What follows belongs to an exercise in optimizing a design on an open flow for small area, a short achievable clock period and few clock cycles; a production flow would make more cautious choices.
Only simulation tests tie the RTL to the original design; equivalence was not proved.
Power is estimated from default activity; no workload was simulated.

==> design/flow/design.v <==
module tpx3_codec (
    input  wire        clk,
    input  wire        rst,
    input  wire        in_valid,
    output wire        in_ready,
    input  wire [7:0]  in_op,
    input  wire [47:0] in_a,
    input  wire [31:0] in_b,
    input  wire [31:0] in_c,
    input  wire [31:0] in_d,
    output wire        out_valid,
    input  wire        out_ready,
    output wire [47:0] out_res,
    output wire        out_err,
    output wire        out_amb
);
    localparam [7:0] OP_ADDR_ENC  = 8'h01;
    localparam [7:0] OP_ADDR_DEC  = 8'h02;
    localparam [7:0] OP_LFSR_STEP = 8'h08;
    localparam [7:0] OP_ENC_TOA   = 8'h10;
    localparam [7:0] OP_DEC_TOA   = 8'h11;
    localparam [7:0] OP_ENC_FTOA  = 8'h12;
    localparam [7:0] OP_DEC_FTOA  = 8'h13;
    localparam [7:0] OP_ENC_TOT   = 8'h14;
    localparam [7:0] OP_DEC_TOT   = 8'h15;
    localparam [7:0] OP_ENC_PC10  = 8'h18;
    localparam [7:0] OP_DEC_PC10  = 8'h19;
    localparam [7:0] OP_PKT_ASM   = 8'h40;
    localparam [7:0] OP_PKT_DIS   = 8'h41;
    localparam [7:0] OP_HIT_DEC   = 8'h43;
    localparam [9:0] TOT_OVV  = 10'h1FF;
    reg        r1_vld, r2_vld;
    reg [47:0] r1_res, r2_res;                    
    reg        r1_err, r1_erb;                    
    reg        r2_err;                            
    reg        r1_amb, r2_amb;
    reg        r1_enc;                            
    reg        r1_dlo, r2_dlo;                    
    reg        r1_dhi, r2_dhi;                    
    reg        r1_glo, r1_ghi;                    
    reg [4:0]  r1_k;                              
    reg [4:0]  r2_r;                              
    reg        o_vld;
    reg [47:0] o_res;
    reg        o_err, o_amb;
    wire en = !o_vld || out_ready;        
    assign in_ready  = en;
    assign out_valid = o_vld;
    assign out_res   = o_res;
    assign out_err   = o_err;
    assign out_amb   = o_amb;
    function [13:0] gray2bin(input [13:0] g);
        integer i;
        begin
            gray2bin[13] = g[13];
            for (i = 12; i >= 0; i = i - 1)
                gray2bin[i] = gray2bin[i + 1] ^ g[i];
        end
    endfunction
    wire [7:0]  op = in_op;
    wire [47:0] a  = in_a;
    wire [31:0] b  = in_b;
    wire [31:0] c  = in_c;
    wire [31:0] d  = in_d;
    wire a_hi4  = |a[47:4];
    wire a_hi8  = |a[47:8];
    wire a_hi10 = |a[47:10];
    wire a_hi14 = |a[47:14];
    wire a_hi16 = |a[47:16];
    wire hdr_ok = (a[47:44] == 4'b1010);
    wire [7:0]  t1 = c[7:0];
    wire [7:0]  t2 = c[15:8];
    wire [7:0]  t3 = c[23:16];
    wire [7:0]  t4 = c[31:24];
    wire        four = (|t3) && (|t4);
    wire        step_width_bad = (|b[31:5]) || (b[4:0] == 5'd0) || (b[4] && (|b[3:0]));
    wire        tb1 = (|t1[7:4]) || (!b[4] && (t1[3:0] >= b[3:0]));
    wire        tb2 = (|t2[7:4]) || (!b[4] && (t2[3:0] >= b[3:0]));
    wire        tb3 = (|t3[7:4]) || (!b[4] && (t3[3:0] >= b[3:0]));
    wire        tb4 = (|t4[7:4]) || (!b[4] && (t4[3:0] >= b[3:0]));
    wire        step_taps_bad = tb1 || tb2 || (four && (tb3 || tb4));
    reg  [15:0] step_mask;       
    integer     mi;
    always @* begin
        for (mi = 0; mi < 16; mi = mi + 1)
            step_mask[mi] = b[4] || (mi < b[3:0]);
    end
    wire        step_reg_bad = a_hi16 || (|(a[15:0] & ~step_mask));
    wire [15:0] sreg = a[15:0];
    wire        step_fb = sreg[t1[3:0]] ^ sreg[t2[3:0]] ^
                          (four ? (sreg[t3[3:0]] ^ sreg[t4[3:0]]) : 1'b0);
    wire [15:0] step_out = ({sreg[14:0], 1'b0} & step_mask) | {15'd0, step_fb};
    reg [47:0] c_res;
    reg        c_err, c_erb, c_amb;    
    reg        c_enc, c_dlo, c_dhi;
    reg        c_glo, c_ghi;
    always @* begin
        c_res = 48'd0;
        c_err = 1'b0;
        c_erb = 1'b0;
        c_amb = 1'b0;
        c_enc = 1'b0;
        c_dlo = 1'b0;
        c_dhi = 1'b0;
        c_glo = 1'b0;
        c_ghi = 1'b0;
        case (op)
            OP_ADDR_ENC: begin
                c_err       = a_hi8 || (|b[31:8]);
                c_res[15:0] = {a[7:1], b[7:2], a[0], b[1:0]};
            end
            OP_ADDR_DEC: begin
                c_err       = a_hi16;
                c_res[15:0] = {a[15:9], a[2], a[8:3], a[1:0]};
            end
            OP_LFSR_STEP: begin
                c_err       = step_width_bad || step_taps_bad || step_reg_bad;
                c_res[15:0] = step_out;
            end
            OP_ENC_TOA: begin
                c_err       = a_hi14;
                c_res[13:0] = a[13:0] ^ {1'b0, a[13:1]};
            end
            OP_DEC_TOA: begin
                c_err       = a_hi14;
                c_res[13:0] = a[13:0];
                c_glo       = 1'b1;
            end
            OP_ENC_FTOA: begin
                c_res[3:0] = a_hi4 ? 4'd15 : a[3:0];
            end
            OP_DEC_FTOA: begin
                c_err      = a_hi4;
                c_res[3:0] = a[3:0];
            end
            OP_ENC_TOT, OP_ENC_PC10: begin
                if (a_hi10 || a[9:1] == 9'h1FF) c_res[9:0] = TOT_OVV;
                else begin
                    c_enc        = 1'b1;
                    c_res[13:4]  = a[9:0];
                end
            end
            OP_DEC_TOT, OP_DEC_PC10: begin
                c_erb       = a_hi10;
                c_amb       = (a[9:0] == 10'd0);
                c_dlo       = !c_amb;
                c_res[13:4] = a[9:0];
            end
            OP_PKT_ASM: begin
                c_erb = a_hi16 || (|b[31:14]) || (|c[31:10]) || (|d[31:4]);
                c_res = {4'b1010, a[15:0], b[13:0], c[9:0], d[3:0]};
            end
            OP_PKT_DIS: begin
                c_erb = !hdr_ok;
                c_res = {4'd0, a[43:0]};
            end
            OP_HIT_DEC: begin
                c_erb = (|b[31:1]) || d[0] || !hdr_ok;
                c_res = {4'd0, a[43:37], a[30], a[36:31], a[29:28],
                         a[27:14], a[13:4], a[3:0]};
                c_ghi = c[0];
                c_amb = !b[0] && (a[13:4] == 10'd0);
                c_dhi = !b[0] && c[0] && !c_amb;    
            end
            default: c_erb = 1'b1;
        endcase
    end
    wire [9:0]  a_v = op[6] ? a[13:4] : a[9:0];
    wire [9:0]  fa  = {a_v[6:0], a_v[9:7]};    
    wire [4:0]  pk;                                
    assign pk[0] = (fa[0] & (fa[1] ^ fa[3] ^ fa[7] ^ fa[9])) ^ (fa[1] & (1'b1 ^ fa[2] ^ fa[4])) ^ (fa[2] & (fa[4] ^ fa[5] ^ fa[6])) ^ (fa[3] & (1'b1 ^ fa[4] ^ fa[6] ^ fa[8])) ^ (fa[4] & (fa[5] ^ fa[7] ^ fa[8] ^ fa[9])) ^ (fa[5] & (1'b1 ^ fa[6] ^ fa[7])) ^ (fa[6] & (1'b1 ^ fa[8] ^ fa[9])) ^ (fa[7] & (fa[9])) ^ fa[8];
    assign pk[1] = (fa[0] & (fa[1] ^ fa[2] ^ fa[6] ^ fa[8])) ^ (fa[1] & (fa[2] ^ fa[4] ^ fa[8])) ^ (fa[2] & (1'b1 ^ fa[3] ^ fa[5])) ^ (fa[3] & (fa[5] ^ fa[6] ^ fa[7])) ^ (fa[4] & (1'b1 ^ fa[5] ^ fa[7] ^ fa[9])) ^ (fa[5] & (fa[6] ^ fa[8] ^ fa[9])) ^ (fa[6] & (1'b1 ^ fa[7] ^ fa[8])) ^ (fa[7] & (1'b1 ^ fa[9])) ^ fa[9];
    assign pk[2] = (fa[0] & (fa[1] ^ fa[3] ^ fa[5] ^ fa[8])) ^ (fa[1] & (1'b1 ^ fa[3] ^ fa[4] ^ fa[6] ^ fa[7] ^ fa[8])) ^ (fa[2] & (fa[6] ^ fa[7] ^ fa[8])) ^ (fa[3] & (fa[5] ^ fa[6] ^ fa[9])) ^ fa[4] ^ (fa[5] & (1'b1 ^ fa[6] ^ fa[7] ^ fa[9])) ^ (fa[6] & (1'b1 ^ fa[7] ^ fa[8])) ^ fa[7] ^ fa[8];
    assign pk[3] = (fa[0] & (1'b1 ^ fa[2] ^ fa[3] ^ fa[6] ^ fa[8] ^ fa[9])) ^ (fa[1] & (fa[2] ^ fa[3] ^ fa[5] ^ fa[8])) ^ (fa[2] & (fa[7] ^ fa[9])) ^ (fa[3] & (fa[4] ^ fa[5] ^ fa[8] ^ fa[9])) ^ (fa[4] & (fa[6] ^ fa[7] ^ fa[9])) ^ (fa[5] & (1'b1 ^ fa[6] ^ fa[7])) ^ (fa[6] & (1'b1 ^ fa[7] ^ fa[9])) ^ (fa[8] & (fa[9])) ^ fa[9];
    assign pk[4] = (fa[0] & (fa[1] ^ fa[2] ^ fa[4] ^ fa[7] ^ fa[9])) ^ (fa[1] & (fa[6] ^ fa[8] ^ fa[9])) ^ (fa[2] & (fa[3] ^ fa[4] ^ fa[7] ^ fa[8] ^ fa[9])) ^ (fa[3] & (fa[5] ^ fa[6] ^ fa[8] ^ fa[9])) ^ (fa[4] & (1'b1 ^ fa[5] ^ fa[6] ^ fa[9])) ^ (fa[5] & (1'b1 ^ fa[6] ^ fa[8] ^ fa[9])) ^ (fa[7] & (fa[8])) ^ fa[8];
    wire [4:0]  elo_k = a[4:0];
    wire [9:0]  elo;                               
    assign elo[0] = (~elo_k[0] & elo_k[4]) | (elo_k[0] & elo_k[1] & elo_k[3]) | (~elo_k[0] & elo_k[1] & elo_k[2]) | (elo_k[0] & elo_k[2] & elo_k[3]) | (~elo_k[1] & elo_k[2] & ~elo_k[3] & ~elo_k[4]) | (~elo_k[0] & elo_k[1] & ~elo_k[3]);
    assign elo[1] = (elo_k[0] & elo_k[4]) | (~elo_k[0] & elo_k[2] & elo_k[3]) | (elo_k[1] & elo_k[2] & ~elo_k[4]) | (~elo_k[0] & ~elo_k[1] & ~elo_k[2] & ~elo_k[3]) | (elo_k[0] & elo_k[1] & ~elo_k[3]) | (elo_k[0] & elo_k[2] & ~elo_k[3]);
    assign elo[2] = (~elo_k[0] & elo_k[4]) | (elo_k[0] & elo_k[2] & elo_k[3]) | (~elo_k[0] & elo_k[2] & ~elo_k[3]) | (elo_k[0] & ~elo_k[1] & ~elo_k[2] & ~elo_k[3]) | (~elo_k[0] & ~elo_k[1] & ~elo_k[2] & elo_k[3]) | (elo_k[0] & elo_k[1] & elo_k[2] & ~elo_k[4]);
    assign elo[3] = (~elo_k[0] & elo_k[2] & ~elo_k[3]) | (~elo_k[1] & ~elo_k[2] & elo_k[3]) | (elo_k[0] & ~elo_k[3] & elo_k[4]) | (elo_k[0] & elo_k[3] & ~elo_k[4]) | (elo_k[1] & elo_k[2] & ~elo_k[3]) | (~elo_k[0] & ~elo_k[1] & elo_k[2] & elo_k[4]) | (~elo_k[0] & ~elo_k[2] & elo_k[3] & elo_k[4]);
    assign elo[4] = (~elo_k[0] & ~elo_k[1] & ~elo_k[2]) | (elo_k[0] & elo_k[2] & ~elo_k[3]) | (~elo_k[0] & elo_k[3] & ~elo_k[4]) | (~elo_k[0] & ~elo_k[3] & elo_k[4]) | (~elo_k[2] & elo_k[3] & elo_k[4]) | (~elo_k[1] & ~elo_k[2] & elo_k[3]) | (elo_k[0] & ~elo_k[1] & elo_k[2] & elo_k[4]);
    assign elo[5] = (~elo_k[2] & elo_k[3]) | (elo_k[0] & ~elo_k[3] & elo_k[4]) | (~elo_k[1] & ~elo_k[2] & ~elo_k[4]) | (elo_k[0] & elo_k[3] & ~elo_k[4]) | (~elo_k[0] & elo_k[3] & elo_k[4]) | (~elo_k[0] & elo_k[1] & elo_k[2] & ~elo_k[3]);
    assign elo[6] = (~elo_k[0] & elo_k[1] & ~elo_k[2]) | (elo_k[0] & ~elo_k[2] & elo_k[3]) | (~elo_k[0] & ~elo_k[1] & elo_k[4]) | (elo_k[0] & elo_k[3] & elo_k[4]) | (elo_k[0] & elo_k[1] & elo_k[2] & ~elo_k[3]) | (~elo_k[0] & elo_k[2] & elo_k[3] & ~elo_k[4]) | (~elo_k[1] & ~elo_k[2] & ~elo_k[3] & ~elo_k[4]) | (~elo_k[0] & ~elo_k[3] & elo_k[4]);
    assign elo[7] = (elo_k[0] & elo_k[1] & ~elo_k[2]) | (~elo_k[0] & ~elo_k[1] & elo_k[3]) | (elo_k[0] & ~elo_k[1] & elo_k[4]) | (~elo_k[0] & ~elo_k[2] & elo_k[3]) | (elo_k[0] & elo_k[2] & elo_k[3] & ~elo_k[4]) | (elo_k[0] & ~elo_k[2] & ~elo_k[3]) | (elo_k[1] & ~elo_k[2] & ~elo_k[4]) | (elo_k[0] & ~elo_k[3] & elo_k[4]) | (~elo_k[0] & elo_k[3] & elo_k[4]);
    assign elo[8] = (~elo_k[0] & elo_k[4]) | (elo_k[3] & elo_k[4]) | (~elo_k[0] & ~elo_k[1] & elo_k[2]) | (elo_k[0] & ~elo_k[1] & elo_k[3]) | (~elo_k[0] & ~elo_k[2] & ~elo_k[3]) | (elo_k[0] & elo_k[1] & ~elo_k[2] & ~elo_k[4]) | (~elo_k[0] & elo_k[2] & elo_k[3]);
    assign elo[9] = (elo_k[2] & elo_k[3]) | (elo_k[0] & elo_k[4]) | (elo_k[0] & ~elo_k[1] & ~elo_k[3]) | (~elo_k[0] & elo_k[1] & elo_k[3]) | (elo_k[0] & ~elo_k[2] & ~elo_k[3]) | (~elo_k[1] & elo_k[2] & ~elo_k[4]);
    wire        a_enc = (op == OP_ENC_TOT) || (op == OP_ENC_PC10);
    wire [9:0]  a_x = a_enc ? elo : fa;
    wire [4:0]  a_k = a_enc ? a[9:5] : pk;
    wire        c_cod = c_enc | c_dlo | c_dhi;
    wire [47:0] a_res = {c_res[47:14], c_cod ? a_x : c_res[13:4], c_res[3:0]};
    wire        r1_ref = r1_err | r1_erb;
    wire        r1_cod = r1_enc | r1_dlo | r1_dhi;
    wire [5:0]  t6k = {r1_enc, r1_k};
    wire [4:0]  b_r;
    wire [9:0]  b_y;
    assign b_r[0] = (t6k[0] & ~t6k[1] & ~t6k[2]) | (t6k[0] & ~t6k[1] & t6k[3]) | (t6k[0] & ~t6k[2] & ~t6k[4]) | (~t6k[0] & t6k[1] & ~t6k[2] & t6k[3]) | (~t6k[0] & ~t6k[1] & ~t6k[3] & t6k[4]) | (t6k[0] & ~t6k[1] & ~t6k[4]) | (t6k[0] & t6k[2] & t6k[3] & t6k[4]) | (~t6k[0] & t6k[1] & t6k[2] & ~t6k[3] & ~t6k[4]);
    assign b_r[1] = (t6k[1] & t6k[2] & ~t6k[4]) | (~t6k[0] & ~t6k[1] & ~t6k[3]) | (~t6k[2] & ~t6k[3] & ~t6k[4]) | (~t6k[0] & t6k[1] & ~t6k[2] & t6k[4]) | (~t6k[0] & t6k[1] & t6k[2] & t6k[3]) | (t6k[0] & ~t6k[1] & ~t6k[2] & ~t6k[4]) | (t6k[1] & ~t6k[2] & t6k[3] & t6k[4]);
    assign b_r[2] = (t6k[0] & ~t6k[1] & ~t6k[3]) | (~t6k[2] & t6k[3] & ~t6k[4]) | (~t6k[1] & t6k[2] & ~t6k[3]) | (~t6k[0] & t6k[1] & ~t6k[2] & ~t6k[3]) | (~t6k[0] & ~t6k[1] & ~t6k[4]) | (t6k[0] & t6k[2] & ~t6k[3] & t6k[4]) | (~t6k[0] & t6k[1] & t6k[2] & t6k[3] & t6k[4]);
    assign b_r[3] = (~t6k[0] & t6k[2] & t6k[3]) | (t6k[0] & ~t6k[2] & t6k[4]) | (~t6k[1] & ~t6k[2] & ~t6k[3]) | (t6k[1] & t6k[3] & t6k[4]) | (~t6k[0] & ~t6k[1] & ~t6k[2] & ~t6k[4]) | (t6k[0] & ~t6k[1] & ~t6k[3] & ~t6k[4]) | (~t6k[0] & ~t6k[2] & ~t6k[3] & ~t6k[4]);
    assign b_r[4] = (~t6k[0] & ~t6k[1] & t6k[2]) | (t6k[0] & ~t6k[1] & t6k[4]) | (~t6k[0] & t6k[2] & ~t6k[3]) | (~t6k[0] & t6k[1] & ~t6k[2] & t6k[3]) | (~t6k[0] & t6k[2] & t6k[4]) | (t6k[0] & ~t6k[2] & t6k[3] & t6k[4]) | (t6k[0] & t6k[1] & t6k[2] & t6k[3] & ~t6k[4]);
    assign b_y[0] = (t6k[0] & t6k[1] & ~t6k[2] & ~t6k[3]) | (~t6k[0] & ~t6k[1] & t6k[2] & ~t6k[3]) | (t6k[0] & t6k[1] & t6k[2] & t6k[3]) | (~t6k[0] & t6k[1] & t6k[2] & ~t6k[4]) | (t6k[0] & ~t6k[1] & ~t6k[3] & t6k[5]) | (~t6k[2] & t6k[3] & t6k[4] & ~t6k[5]) | (~t6k[0] & ~t6k[1] & t6k[2] & t6k[4]) | (~t6k[0] & t6k[1] & t6k[3] & ~t6k[4]) | (t6k[0] & ~t6k[1] & t6k[4] & t6k[5]) | (~t6k[1] & t6k[2] & ~t6k[3] & t6k[4]) | (~t6k[0] & ~t6k[1] & t6k[2] & t6k[5]) | (t6k[0] & t6k[2] & t6k[4] & t6k[5]) | (t6k[1] & t6k[2] & ~t6k[4] & ~t6k[5]) | (~t6k[1] & ~t6k[3] & t6k[4] & t6k[5]) | (t6k[0] & t6k[2] & t6k[3] & ~t6k[4] & ~t6k[5]);
    assign b_y[1] = (t6k[0] & ~t6k[4] & t6k[5]) | (~t6k[0] & ~t6k[1] & t6k[2] & t6k[4]) | (t6k[0] & ~t6k[1] & t6k[3] & ~t6k[5]) | (~t6k[0] & t6k[2] & t6k[3] & t6k[5]) | (~t6k[1] & ~t6k[2] & ~t6k[3] & t6k[5]) | (t6k[0] & t6k[1] & t6k[2] & ~t6k[4]) | (t6k[0] & t6k[3] & t6k[4] & ~t6k[5]) | (~t6k[0] & t6k[1] & ~t6k[2] & t6k[4] & t6k[5]) | (~t6k[0] & t6k[2] & ~t6k[3] & ~t6k[4] & ~t6k[5]) | (~t6k[0] & t6k[2] & t6k[3] & t6k[4]) | (~t6k[1] & t6k[2] & t6k[4] & ~t6k[5]) | (~t6k[1] & t6k[3] & t6k[4] & ~t6k[5]) | (t6k[0] & t6k[1] & ~t6k[2] & t6k[4] & ~t6k[5]) | (~t6k[0] & t6k[1] & ~t6k[2] & t6k[3] & ~t6k[4] & ~t6k[5]);
    assign b_y[2] = (~t6k[0] & t6k[1] & t6k[2] & ~t6k[3]) | (~t6k[0] & t6k[2] & t6k[3] & t6k[4]) | (t6k[0] & ~t6k[1] & t6k[3] & ~t6k[5]) | (~t6k[0] & t6k[2] & ~t6k[3] & ~t6k[5]) | (t6k[0] & ~t6k[1] & t6k[4] & ~t6k[5]) | (t6k[1] & t6k[2] & t6k[4] & t6k[5]) | (t6k[0] & t6k[1] & ~t6k[2] & ~t6k[3] & t6k[4]) | (~t6k[0] & ~t6k[1] & ~t6k[2] & ~t6k[3] & t6k[5]) | (t6k[0] & ~t6k[1] & t6k[2] & ~t6k[3] & t6k[5]) | (t6k[0] & t6k[1] & ~t6k[2] & ~t6k[4] & t6k[5]) | (~t6k[0] & ~t6k[1] & t6k[3] & ~t6k[4] & t6k[5]) | (~t6k[1] & t6k[3] & t6k[4] & ~t6k[5]) | (~t6k[0] & t6k[1] & ~t6k[3] & t6k[4] & ~t6k[5]) | (t6k[0] & ~t6k[1] & ~t6k[3] & ~t6k[4] & t6k[5]) | (t6k[0] & t6k[2] & t6k[3] & ~t6k[4] & ~t6k[5]) | (~t6k[0] & t6k[1] & ~t6k[2] & t6k[3] & ~t6k[4] & ~t6k[5]);
    assign b_y[3] = (t6k[0] & ~t6k[2] & t6k[3]) | (t6k[0] & ~t6k[2] & ~t6k[5]) | (~t6k[0] & t6k[2] & ~t6k[3] & t6k[5]) | (~t6k[0] & t6k[1] & t6k[4] & ~t6k[5]) | (t6k[0] & t6k[1] & t6k[4] & t6k[5]) | (t6k[0] & ~t6k[1] & t6k[3] & ~t6k[4]) | (~t6k[1] & ~t6k[2] & t6k[3] & t6k[5]) | (t6k[0] & t6k[3] & t6k[4] & ~t6k[5]) | (~t6k[0] & t6k[1] & t6k[2] & t6k[3] & ~t6k[4]) | (t6k[1] & ~t6k[2] & t6k[3] & t6k[4]) | (t6k[0] & t6k[1] & t6k[3] & t6k[5]) | (t6k[0] & t6k[1] & ~t6k[3] & ~t6k[4] & ~t6k[5]) | (~t6k[0] & t6k[2] & t6k[3] & ~t6k[4] & ~t6k[5]);
    assign b_y[4] = (t6k[1] & t6k[3] & t6k[4]) | (t6k[1] & t6k[4] & ~t6k[5]) | (t6k[0] & ~t6k[1] & ~t6k[2] & ~t6k[3]) | (t6k[0] & t6k[1] & t6k[2] & ~t6k[3]) | (t6k[0] & ~t6k[2] & t6k[3] & ~t6k[5]) | (~t6k[0] & ~t6k[2] & t6k[3] & t6k[4]) | (~t6k[1] & ~t6k[2] & ~t6k[3] & t6k[5]) | (~t6k[0] & ~t6k[1] & t6k[2] & t6k[3] & ~t6k[5]) | (~t6k[0] & t6k[2] & ~t6k[3] & ~t6k[4] & t6k[5]) | (~t6k[0] & t6k[1] & ~t6k[2] & ~t6k[3] & ~t6k[5]) | (t6k[0] & ~t6k[1] & t6k[3] & ~t6k[4] & ~t6k[5]) | (t6k[0] & t6k[1] & ~t6k[3] & ~t6k[4] & t6k[5]);
    assign b_y[5] = (~t6k[0] & t6k[3] & t6k[4]) | (t6k[0] & ~t6k[2] & ~t6k[5]) | (~t6k[0] & ~t6k[2] & ~t6k[3] & ~t6k[4]) | (~t6k[0] & ~t6k[1] & t6k[2] & t6k[3]) | (t6k[0] & t6k[1] & ~t6k[2] & t6k[4]) | (~t6k[0] & ~t6k[1] & t6k[2] & t6k[4]) | (~t6k[0] & t6k[1] & t6k[3] & t6k[5]) | (t6k[0] & ~t6k[1] & ~t6k[4] & ~t6k[5]) | (t6k[1] & ~t6k[2] & ~t6k[3] & ~t6k[5]) | (~t6k[0] & t6k[2] & t6k[4] & t6k[5]) | (t6k[0] & t6k[1] & ~t6k[3] & t6k[4] & ~t6k[5]) | (~t6k[1] & t6k[2] & ~t6k[3] & t6k[4] & t6k[5]) | (t6k[0] & t6k[1] & t6k[2] & ~t6k[3] & ~t6k[4] & t6k[5]);
    assign b_y[6] = (~t6k[0] & ~t6k[1] & t6k[3] & t6k[4]) | (t6k[0] & ~t6k[2] & t6k[3] & ~t6k[5]) | (~t6k[0] & ~t6k[1] & t6k[2] & ~t6k[5]) | (~t6k[0] & t6k[3] & t6k[4] & ~t6k[5]) | (~t6k[0] & t6k[1] & ~t6k[2] & ~t6k[3] & t6k[4]) | (t6k[0] & t6k[1] & t6k[2] & ~t6k[3] & ~t6k[5]) | (t6k[1] & ~t6k[2] & ~t6k[3] & ~t6k[4] & ~t6k[5]) | (~t6k[1] & ~t6k[2] & t6k[3] & t6k[4]) | (~t6k[0] & ~t6k[1] & t6k[3] & ~t6k[5]) | (~t6k[0] & ~t6k[1] & t6k[2] & ~t6k[3] & ~t6k[4]) | (t6k[0] & t6k[1] & ~t6k[2] & t6k[3] & ~t6k[4]) | (t6k[0] & ~t6k[1] & ~t6k[2] & t6k[4] & ~t6k[5]) | (t6k[0] & t6k[2] & ~t6k[3] & ~t6k[4] & ~t6k[5]) | (~t6k[0] & t6k[1] & t6k[2] & t6k[3] & ~t6k[4] & t6k[5]) | (t6k[0] & t6k[1] & t6k[2] & t6k[3] & t6k[4] & t6k[5]);
    assign b_y[7] = (~t6k[0] & ~t6k[1] & t6k[2] & ~t6k[3]) | (~t6k[0] & t6k[1] & ~t6k[2] & t6k[3]) | (t6k[0] & t6k[1] & ~t6k[2] & ~t6k[4]) | (~t6k[1] & ~t6k[2] & ~t6k[3] & t6k[4]) | (~t6k[0] & t6k[1] & ~t6k[4] & t6k[5]) | (~t6k[1] & t6k[2] & ~t6k[4] & ~t6k[5]) | (~t6k[0] & ~t6k[2] & t6k[3] & ~t6k[4]) | (t6k[0] & t6k[1] & t6k[2] & ~t6k[3] & t6k[4]) | (t6k[0] & ~t6k[2] & t6k[3] & t6k[4] & ~t6k[5]) | (~t6k[0] & t6k[2] & t6k[3] & t6k[4] & ~t6k[5]) | (~t6k[1] & t6k[2] & ~t6k[3] & ~t6k[4]) | (t6k[0] & t6k[1] & t6k[2] & ~t6k[3] & ~t6k[5]) | (~t6k[0] & t6k[1] & ~t6k[2] & t6k[4] & ~t6k[5]);
    assign b_y[8] = (~t6k[0] & ~t6k[2] & t6k[3]) | (t6k[1] & t6k[2] & t6k[5]) | (~t6k[0] & ~t6k[1] & ~t6k[5]) | (~t6k[1] & ~t6k[2] & ~t6k[4] & t6k[5]) | (t6k[0] & t6k[1] & t6k[2] & ~t6k[3]) | (t6k[1] & ~t6k[2] & t6k[3] & ~t6k[4]) | (~t6k[1] & ~t6k[2] & t6k[3] & t6k[4]) | (~t6k[1] & ~t6k[3] & t6k[4] & ~t6k[5]) | (t6k[0] & ~t6k[1] & t6k[2] & t6k[3] & ~t6k[4]) | (~t6k[0] & t6k[1] & t6k[3] & ~t6k[4]) | (t6k[1] & ~t6k[2] & t6k[3] & ~t6k[5]) | (t6k[0] & t6k[1] & ~t6k[2] & ~t6k[4] & ~t6k[5]) | (t6k[0] & t6k[1] & ~t6k[3] & t6k[4] & t6k[5]);
    assign b_y[9] = (~t6k[3] & t6k[4] & t6k[5]) | (~t6k[0] & ~t6k[1] & ~t6k[3]) | (~t6k[0] & t6k[1] & t6k[3] & ~t6k[4]) | (~t6k[2] & t6k[3] & t6k[4] & ~t6k[5]) | (t6k[0] & t6k[1] & t6k[2] & t6k[4]) | (~t6k[1] & ~t6k[2] & ~t6k[4] & t6k[5]) | (~t6k[0] & ~t6k[1] & t6k[2] & ~t6k[5]) | (t6k[0] & t6k[1] & ~t6k[3] & ~t6k[4] & ~t6k[5]) | (t6k[0] & t6k[2] & ~t6k[3] & t6k[4]) | (~t6k[0] & t6k[2] & ~t6k[4] & ~t6k[5]) | (t6k[0] & t6k[1] & t6k[2] & t6k[3] & t6k[5]) | (~t6k[1] & t6k[2] & t6k[3] & ~t6k[4] & ~t6k[5]);
    wire [9:0]  r1_x = r1_res[13:4];
    wire [9:0]  b_p;
    wire r1_x_b_y_d0 = (r1_x[0] & b_y[0]);
    wire r1_x_b_y_d1 = (r1_x[0] & b_y[1]) ^ (r1_x[1] & b_y[0]);
    wire r1_x_b_y_d2 = (r1_x[0] & b_y[2]) ^ (r1_x[1] & b_y[1]) ^ (r1_x[2] & b_y[0]);
    wire r1_x_b_y_d3 = (r1_x[0] & b_y[3]) ^ (r1_x[1] & b_y[2]) ^ (r1_x[2] & b_y[1]) ^ (r1_x[3] & b_y[0]);
    wire r1_x_b_y_d4 = (r1_x[0] & b_y[4]) ^ (r1_x[1] & b_y[3]) ^ (r1_x[2] & b_y[2]) ^ (r1_x[3] & b_y[1]) ^ (r1_x[4] & b_y[0]);
    wire r1_x_b_y_d5 = (r1_x[0] & b_y[5]) ^ (r1_x[1] & b_y[4]) ^ (r1_x[2] & b_y[3]) ^ (r1_x[3] & b_y[2]) ^ (r1_x[4] & b_y[1]) ^ (r1_x[5] & b_y[0]);
    wire r1_x_b_y_d6 = (r1_x[0] & b_y[6]) ^ (r1_x[1] & b_y[5]) ^ (r1_x[2] & b_y[4]) ^ (r1_x[3] & b_y[3]) ^ (r1_x[4] & b_y[2]) ^ (r1_x[5] & b_y[1]) ^ (r1_x[6] & b_y[0]);
    wire r1_x_b_y_d7 = (r1_x[0] & b_y[7]) ^ (r1_x[1] & b_y[6]) ^ (r1_x[2] & b_y[5]) ^ (r1_x[3] & b_y[4]) ^ (r1_x[4] & b_y[3]) ^ (r1_x[5] & b_y[2]) ^ (r1_x[6] & b_y[1]) ^ (r1_x[7] & b_y[0]);
    wire r1_x_b_y_d8 = (r1_x[0] & b_y[8]) ^ (r1_x[1] & b_y[7]) ^ (r1_x[2] & b_y[6]) ^ (r1_x[3] & b_y[5]) ^ (r1_x[4] & b_y[4]) ^ (r1_x[5] & b_y[3]) ^ (r1_x[6] & b_y[2]) ^ (r1_x[7] & b_y[1]) ^ (r1_x[8] & b_y[0]);
    wire r1_x_b_y_d9 = (r1_x[0] & b_y[9]) ^ (r1_x[1] & b_y[8]) ^ (r1_x[2] & b_y[7]) ^ (r1_x[3] & b_y[6]) ^ (r1_x[4] & b_y[5]) ^ (r1_x[5] & b_y[4]) ^ (r1_x[6] & b_y[3]) ^ (r1_x[7] & b_y[2]) ^ (r1_x[8] & b_y[1]) ^ (r1_x[9] & b_y[0]);
    wire r1_x_b_y_d10 = (r1_x[1] & b_y[9]) ^ (r1_x[2] & b_y[8]) ^ (r1_x[3] & b_y[7]) ^ (r1_x[4] & b_y[6]) ^ (r1_x[5] & b_y[5]) ^ (r1_x[6] & b_y[4]) ^ (r1_x[7] & b_y[3]) ^ (r1_x[8] & b_y[2]) ^ (r1_x[9] & b_y[1]);
    wire r1_x_b_y_d11 = (r1_x[2] & b_y[9]) ^ (r1_x[3] & b_y[8]) ^ (r1_x[4] & b_y[7]) ^ (r1_x[5] & b_y[6]) ^ (r1_x[6] & b_y[5]) ^ (r1_x[7] & b_y[4]) ^ (r1_x[8] & b_y[3]) ^ (r1_x[9] & b_y[2]);
    wire r1_x_b_y_d12 = (r1_x[3] & b_y[9]) ^ (r1_x[4] & b_y[8]) ^ (r1_x[5] & b_y[7]) ^ (r1_x[6] & b_y[6]) ^ (r1_x[7] & b_y[5]) ^ (r1_x[8] & b_y[4]) ^ (r1_x[9] & b_y[3]);
    wire r1_x_b_y_d13 = (r1_x[4] & b_y[9]) ^ (r1_x[5] & b_y[8]) ^ (r1_x[6] & b_y[7]) ^ (r1_x[7] & b_y[6]) ^ (r1_x[8] & b_y[5]) ^ (r1_x[9] & b_y[4]);
    wire r1_x_b_y_d14 = (r1_x[5] & b_y[9]) ^ (r1_x[6] & b_y[8]) ^ (r1_x[7] & b_y[7]) ^ (r1_x[8] & b_y[6]) ^ (r1_x[9] & b_y[5]);
    wire r1_x_b_y_d15 = (r1_x[6] & b_y[9]) ^ (r1_x[7] & b_y[8]) ^ (r1_x[8] & b_y[7]) ^ (r1_x[9] & b_y[6]);
    wire r1_x_b_y_d16 = (r1_x[7] & b_y[9]) ^ (r1_x[8] & b_y[8]) ^ (r1_x[9] & b_y[7]);
    wire r1_x_b_y_d17 = (r1_x[8] & b_y[9]) ^ (r1_x[9] & b_y[8]);
    wire r1_x_b_y_d18 = (r1_x[9] & b_y[9]);
    assign b_p[0] = r1_x_b_y_d0 ^ r1_x_b_y_d10 ^ r1_x_b_y_d17;
    assign b_p[1] = r1_x_b_y_d1 ^ r1_x_b_y_d11 ^ r1_x_b_y_d18;
    assign b_p[2] = r1_x_b_y_d2 ^ r1_x_b_y_d12;
    assign b_p[3] = r1_x_b_y_d3 ^ r1_x_b_y_d10 ^ r1_x_b_y_d13 ^ r1_x_b_y_d17;
    assign b_p[4] = r1_x_b_y_d4 ^ r1_x_b_y_d11 ^ r1_x_b_y_d14 ^ r1_x_b_y_d18;
    assign b_p[5] = r1_x_b_y_d5 ^ r1_x_b_y_d12 ^ r1_x_b_y_d15;
    assign b_p[6] = r1_x_b_y_d6 ^ r1_x_b_y_d13 ^ r1_x_b_y_d16;
    assign b_p[7] = r1_x_b_y_d7 ^ r1_x_b_y_d14 ^ r1_x_b_y_d17;
    assign b_p[8] = r1_x_b_y_d8 ^ r1_x_b_y_d15 ^ r1_x_b_y_d18;
    assign b_p[9] = r1_x_b_y_d9 ^ r1_x_b_y_d16;
    wire [9:0]  ecnt = {b_p[2:0], b_p[9:3]};     
    wire [13:0] gsrc = r1_ghi ? r1_res[27:14] : r1_res[13:0];
    wire [13:0] gbin = gray2bin(gsrc);
    wire [47:0] b_res = r1_ref ? 48'd0 :
                        {r1_res[47:28],
                         r1_ghi ? gbin : r1_res[27:14],
                         r1_enc ? {4'd0, ecnt[9:4]} : r1_cod ? b_p : r1_glo ? gbin[13:4] : r1_res[13:4],
                         r1_enc ? ecnt[3:0] : r1_glo ? gbin[3:0] : r1_res[3:0]};
    wire [6:0]  t2k = {r2_res[12], r2_res[11], r2_res[10], r2_res[8], r2_res[6], r2_res[5], r2_res[4]};
    wire [9:0]  u;                                 
    assign u[0] = (t2k[3] & ~t2k[4] & t2k[6]) | (t2k[0] & ~t2k[2] & t2k[4] & ~t2k[5]) | (t2k[3] & ~t2k[5] & ~t2k[6]) | (t2k[0] & t2k[4] & ~t2k[6]) | (~t2k[1] & ~t2k[4] & t2k[6]) | (~t2k[0] & t2k[1] & ~t2k[2] & t2k[4] & t2k[5]);
    assign u[1] = (~t2k[0] & ~t2k[3] & t2k[5]) | (~t2k[0] & t2k[2] & ~t2k[5]) | (~t2k[0] & ~t2k[1] & ~t2k[2] & t2k[6]) | (~t2k[0] & t2k[1] & ~t2k[4] & t2k[5]) | (t2k[0] & ~t2k[1] & ~t2k[3]) | (t2k[0] & ~t2k[4] & ~t2k[5]);
    assign u[2] = (t2k[2] & t2k[4]) | (~t2k[4] & ~t2k[5] & ~t2k[6]) | (~t2k[1] & t2k[2]) | (~t2k[0] & ~t2k[1] & t2k[4] & t2k[5]) | (~t2k[0] & t2k[2] & t2k[5]) | (t2k[0] & t2k[3] & ~t2k[5]);
    assign u[3] = (~t2k[1] & t2k[4] & ~t2k[5]) | (t2k[1] & ~t2k[4] & t2k[6]) | (~t2k[3] & ~t2k[5] & ~t2k[6]) | (~t2k[2] & ~t2k[3] & t2k[4] & t2k[5]) | (t2k[0] & t2k[1] & t2k[3]) | (~t2k[0] & ~t2k[1] & t2k[2] & t2k[5]);
    assign u[4] = (~t2k[0] & ~t2k[3] & t2k[5]) | (t2k[0] & t2k[5] & t2k[6]) | (~t2k[0] & t2k[1] & ~t2k[4] & ~t2k[5]) | (~t2k[0] & t2k[2] & ~t2k[4] & t2k[5]) | (~t2k[1] & ~t2k[4] & ~t2k[6]) | (t2k[1] & ~t2k[2] & t2k[4] & t2k[5]);
    assign u[5] = (~t2k[0] & ~t2k[3] & t2k[4]) | (t2k[1] & ~t2k[3] & ~t2k[4]) | (~t2k[1] & t2k[4] & t2k[5]) | (t2k[2] & t2k[4] & t2k[6]) | (~t2k[0] & t2k[5] & ~t2k[6]) | (t2k[0] & ~t2k[2] & ~t2k[3] & t2k[5]);
    assign u[6] = (t2k[0] & t2k[5]) | (t2k[0] & t2k[1] & t2k[4]) | (~t2k[0] & ~t2k[2] & ~t2k[5] & ~t2k[6]) | (t2k[1] & t2k[3] & t2k[4] & t2k[5]) | (t2k[0] & t2k[3]) | (~t2k[1] & t2k[2] & t2k[5]);
    assign u[7] = (~t2k[2] & ~t2k[4] & t2k[5]) | (~t2k[3] & t2k[4] & ~t2k[5]) | (t2k[0] & ~t2k[2] & t2k[5]) | (t2k[0] & t2k[2] & ~t2k[4]) | (t2k[1] & ~t2k[2] & t2k[5]) | (~t2k[0] & t2k[1] & t2k[2] & ~t2k[5]);
    assign u[8] = (t2k[3] & t2k[4] & t2k[5]) | (t2k[5] & ~t2k[6]) | (~t2k[1] & ~t2k[2] & ~t2k[4]) | (~t2k[1] & ~t2k[4] & ~t2k[5]) | (t2k[2] & ~t2k[3]) | (t2k[1] & t2k[3] & ~t2k[6]) | (t2k[1] & ~t2k[3] & ~t2k[5] & t2k[6]);
    assign u[9] = (t2k[0] & ~t2k[5]) | (t2k[4] & ~t2k[6]) | (t2k[1] & t2k[5] & ~t2k[6]) | (~t2k[1] & ~t2k[5] & t2k[6]) | (~t2k[0] & ~t2k[1] & ~t2k[2] & t2k[3]) | (~t2k[0] & t2k[2] & t2k[3] & t2k[4]);
    wire [4:0]  ag = u[4:0] & r2_r;
    wire [4:0]  ap = u[4:0] ^ r2_r;
    wire [5:0]  ac;
    assign ac[0] = 1'b0;
    assign ac[1] = ag[0];
    assign ac[2] = ag[1] | (ap[1] & ag[0]);
    assign ac[3] = ag[2] | (ap[2] & ag[1]) | (ap[2] & ap[1] & ag[0]);
    assign ac[4] = ag[3] | (ap[3] & ag[2]) | (ap[3] & ap[2] & ag[1]) | (ap[3] & ap[2] & ap[1] & ag[0]);
    assign ac[5] = ag[4] | (ap[4] & ac[4]);
    wire [4:0]  uhi1 = u[9:5] ^ {&u[8:5], &u[7:5], &u[6:5], u[5], 1'b1};
    wire [9:0]  dcnt = {ac[5] ? uhi1 : u[9:5], ap ^ ac[4:0]};
    wire [47:0] c_out = {r2_res[47:14],
                         r2_dhi ? dcnt : r2_dlo ? {4'd0, dcnt[9:4]} : r2_res[13:4],
                         r2_dlo ? dcnt[3:0] : r2_res[3:0]};
    always @(posedge clk) begin
        if (rst) begin
            r1_vld <= 1'b0;
            r2_vld <= 1'b0;
            o_vld  <= 1'b0;
        end else if (en) begin
            r1_vld <= in_valid;
            r2_vld <= r1_vld;
            o_vld  <= r2_vld;
        end
    end
    always @(posedge clk) begin
        if (en) begin
            r1_res <= a_res;  r1_err <= c_err;  r1_erb <= c_erb;  r1_amb <= c_amb;
            r1_enc <= c_enc;  r1_dlo <= c_dlo;  r1_dhi <= c_dhi;
            r1_glo <= c_glo;  r1_ghi <= c_ghi;
            r1_k   <= a_k;
            r2_res <= b_res;  r2_err <= r1_ref; r2_amb <= r1_amb & ~r1_ref;
            r2_dlo <= r1_dlo & ~r1_ref; r2_dhi <= r1_dhi & ~r1_ref;
            r2_r   <= b_r;
            o_res  <= c_out;  o_err  <= r2_err; o_amb  <= r2_amb;
        end
    end
endmodule
==> design/flow/flow/run.sh <==
#!/bin/bash
# The standard layout (standard.sh), except that the port buffers are
# buf_2 cells and timing repair may resize any cell to any size, not only to
# cells of the same footprint.  make's full output goes to make.log.
set -euo pipefail
bash standard.sh MATCH_CELL_FOOTPRINT=0 \
    "BUFFER_PORTS_ARGS=-buffer_cell sky130_fd_sc_hd__buf_2" finish > make.log 2>&1
==> design/flow/standard.sh <==
#!/bin/bash
# synth_recipe.tcl (not shown) runs the flow's synth.tcl, then flattens the netlist and writes it again
# the make line also repeats each setting of config.mk as NAME=value (left out here)
make -C /OpenROAD-flow-scripts/flow DESIGN_CONFIG=/design/flow/config.mk WORK_HOME=/design/flow/orfs CLKGATE_MAP_FILE= SYNTH_SCRIPT=/design/flow/synth_recipe.tcl "${@:-finish}"
==> design/flow/config.mk <==
export PLATFORM = sky130hd
export DESIGN_NAME = tpx3_codec
export DESIGN_NICKNAME = tpx3_codec
export VERILOG_FILES = /design/flow/design.v
export SDC_FILE = /design/flow/constraint.sdc
export NUM_CORES = 4
export LEC_CHECK = 0
export CAP_MARGIN = 20
export CORE_MARGIN = 2
export CORE_UTILIZATION = 45
export CTS_BUF_LIST = sky130_fd_sc_hd__clkbuf_4 sky130_fd_sc_hd__clkbuf_8
export PLACE_DENSITY = 0.65
export SETUP_SLACK_MARGIN = 4.3
export SLEW_MARGIN = 20
==> design/flow/constraint.sdc <==
create_clock -name core_clock -period 8.0 [get_ports {clk}]
set_input_delay 1.6000 -clock core_clock [delete_from_list [all_inputs] [get_ports {clk}]]
set_output_delay 1.6000 -clock core_clock [all_outputs]
set_load 0.01 [all_outputs]
==> flow_summary_export.csv <==
group,metric,value,unit
grt,track_usage,0.274,
grt,grt_pass1_wl,72000,um
routing,first_pass_iters,5,
die,pin_count,208,
sta,final_max_slew_viol_count,0,
sta,max_slew.worst_pin.slew,1030,ps
sta,setup_viol,0,
sta,period_minus_slack,3710,ps
power_and_ir_drop,pwr-share-clk,0.169,
power_and_ir_drop,seq_power_share,0.275,
routing,wire_per_inst,20.9,um
synthesis,synth-main-ff-cell,"edfxtp_1",
setup_path,critPathKind,"register to register",
die,core_area,32400,um^2
grt,grt_pass1_vias,12600,
cts,clk_latency,470,ps
sta,slew_headroom,0.297,
sta,period_share,0.463,
power_and_ir_drop,power.density,223,nW/um^2
synthesis,synth.avg_cell_area,8.84,um^2
outcome,status,"no timing/DRC/antenna violations",
die,std_cell_rows,66,
power_and_ir_drop,peakVddDrop,121,uV
die,die_h,185,um
setup_path,worst_setup_path_start_kind,"register",
sta,hold_slack,417,ps
sta,hold_viol,0,
layout,fin_area,17000,um^2
cts,path_clk_slew,90,ps
setup_path,worstPathArrival,3920,ps
placement,port_buffers,205,
sta,rsz0062_at_grt,"yes",
placement,dp_hpwl,33900,um
layout,final_cell_mix,"buf_2, nand2_1, edfxtp_1",
layout,drive_above_1_share,0.226,
setup_path,cp_max_fo,16,
layout,final_util,0.524,
layout,nNetsFinal,2015,
die,die-area,34200,um^2
cts,hold_buffers,0,
cts,htreeDepth,4,
routing,drtIter0Drc,1364,
power_and_ir_drop,p_int,2.15,mW
power_and_ir_drop,combPwrFrac,0.556,
synthesis,syn_inst,1668,
layout,area_growth,15.0,%
die,die_x,185,um
synthesis,synth-seq-cells,162,
grt,antenna_found_initial,1,
grt,grt_overflow_total,0,
synthesis,synth_cell_types,99,
setup_path,end_kind,"register",
sta,setup_tns,0,ps
routing,vias,13800,
power_and_ir_drop,switching_power,1.64,mW
synthesis,synthArstFlopShare,0,
setup_path,required,8210,ps
power_and_ir_drop,cellLeakagePower,6.70,nW
layout,final_common_cell,"buf_2",
power_and_ir_drop,report.power.total,3.79,mW
placement,detailed_place.area,15900,um^2
synthesis,synth_area,14800,um^2
sta,finalClockSkew,14.7,ps
power_and_ir_drop,netSwitchingFraction,0.433,
cts,clock-sinks,162,
synthesis,synth-edff-count,159,
cts,cts-buffers-inserted,17,
routing,ant_nets,0,
cts,ctsLongestPathBuffers,2,
layout,nFillCells,3080,
die,start_util,0.456,
routing,drt_wl_total,47400,um
routing,drcViolationCount,0,
placement,globalplace.congestion,0.988,
min_path,hold_path_class,"register to register",
routing,vias_per_cell,6.09,
synthesis,yosys_warnings,1,
cts,cts_tree,"done",
sta,fmax,270,MHz
cts,cts_root_buffer,"clkbuf_8",
run,maxCapViolCount,0,
grt,grt_max_degree,69,
synthesis,yosysSeqAreaShare,0.328,
[state kept, by name, summed over array words and instances, names as in the netlist, 5 cells and up]
signal,count
r2_res,45
r2_r,5
r1_k,5
r1_res,45
o_res,45
[critical path, stage by stage, from the launching register on]
cell,delay [ps]
edfxtp_1,540
clkinvlp_4,410
o32ai_1,450
o41ai_2,140
buf_4,170
nand3_1,90
xor2_1,160
xnor3_1,460
xor2_2,280
xnor3_1,490
nor3_1,190
a211oi_2,70
[per-stage QoR]
stage,worst slack (ps),cells
finish,4290,2267
detailed placement,3060,2189
global route,4160,2267
floorplan,3610,1669
CTS,4300,2242
global placement,3190,2189
[per-layer routing]
metal / up-vias / global-route usage / part of all wire
met3: 109 / 0.0338 / 0.079
met4: 0 / 0.121 / 0.039
met2: 759 / 0.453 / 0.48
met5: - / 0 / 0
li1: 6424 / - / -
met1: 6510 / 0.360 / 0.40
[cell families after synthesis]
family | after synthesis | share of synthesized area
flip-flops | 162 | 0.328
adder cells (fa/ha/maj) | 48 | 0.0417
multiplexers | 53 | 0.0541
buffers and inverters | 196 | 0.0578
XOR/XNOR | 183 | 0.126
other | 1 | 0.000254
AND/OR/NAND/NOR | 575 | 0.187
AO/OA/AOI/OAI | 450 | 0.205
[path summary, 6_finish.rpt]
kind               from   endpoint  slack (ps)  depth (start not counted)
min          r2_res[32]  o_res[32]         420                          0
max              r1_enc  r2_res[7]        4290                         11
max reg2reg      r1_enc  r2_res[7]        4290                         11
min reg2reg  r2_res[32]  o_res[32]         420                          0
[repair_timing]
action / 4_1_cts / 5_1_grt
endpoints found under the setup margin: 78 / 36
cloned: 1 / 0
pin swaps: 3 / 3
setup buffers: 20 / 23
resized for setup: 29 / 39
[power groups by stage]
stage	logic, mW	registers, mW	clock network, mW
2_1_floorplan	1.48	1.05	0
3_3_place_gp	1.85	1.06	0
3_5_place_dp	1.86	1.06	0
4_1_cts	1.97	1.04	0.652
5_1_grt	2.27	1.05	0.681
6_report	2.11	1.04	0.641
[cells in the mapped netlist, types with 11 or more instances]
cell      instances  area share
clkbuf_1         92       0.023
edfxtp_1        159        0.32
o211ai_1         11      0.0056
and2_1           25       0.011
xnor3_1          14       0.021
nand2b_1         30       0.013
xnor2_1         109       0.065
nand3_1          33       0.011
a222oi_1         12      0.0081
mux2i_1          21       0.014
o22ai_1          17      0.0072
nor4_1           36       0.015
mux4_2           20       0.031
nor2b_1          26       0.011
buf_2            25      0.0085
a211oi_1         19      0.0097
buf_4            11      0.0056
nand4_1          12      0.0051
a221oi_1         13      0.0077
nor2_1          147       0.037
o21ai_0         113       0.038
a31oi_1          15      0.0064
a22oi_1          24       0.012
nand2_1         181       0.046
nor3_1           34       0.012
ha_1             46       0.039
a22o_1           26       0.015
inv_1            50       0.013
a21oi_1         107       0.036
xor2_1           55       0.033
[final cells by class]
cell class,count,area (um^2),share of cell area
clock inverter,15,191,0.0113
timing repair buffer,265,1550,0.0915
multi-input combinational,1312,9380,0.553
sequential,162,4830,0.285
tap,442,553,0.0326
antenna,1,2.50,0.000147
inverter,53,218,0.0128
clock buffer,17,234,0.0138
Testbench counts, summed over its fixed seeds: cycles 1,624.

static timing again, ports no longer ideal:
The flow's constraints put no driver on any port. The routed layout listed below was extracted and timed again, unchanged, in two steps. Step 1 (the two cells are an assumption about what drives the block):
set clk [get_ports {clk}]
set_driving_cell -lib_cell sky130_fd_sc_hd__clkbuf_16 $clk
set_driving_cell -lib_cell sky130_fd_sc_hd__buf_2 [delete_from_list [all_inputs] $clk]
Step 2, shift: input delay + t, output delay - t, t = (earliest + latest rising clock arrival at the registers) / 2. This alone moves slack from input paths to output paths. a / b / c = no drivers / after step 1 / after step 2; a / b = the first two.
shift t [ns]: 0.506
setup slack, ns: 4.292 / 4.292 / 3.837
worst setup path after step 2: input to register
After both steps setup and hold are still met in this run. For this run, drivers alone change the setup slack by 0.000 ns; drivers and shift together by -0.455 ns.
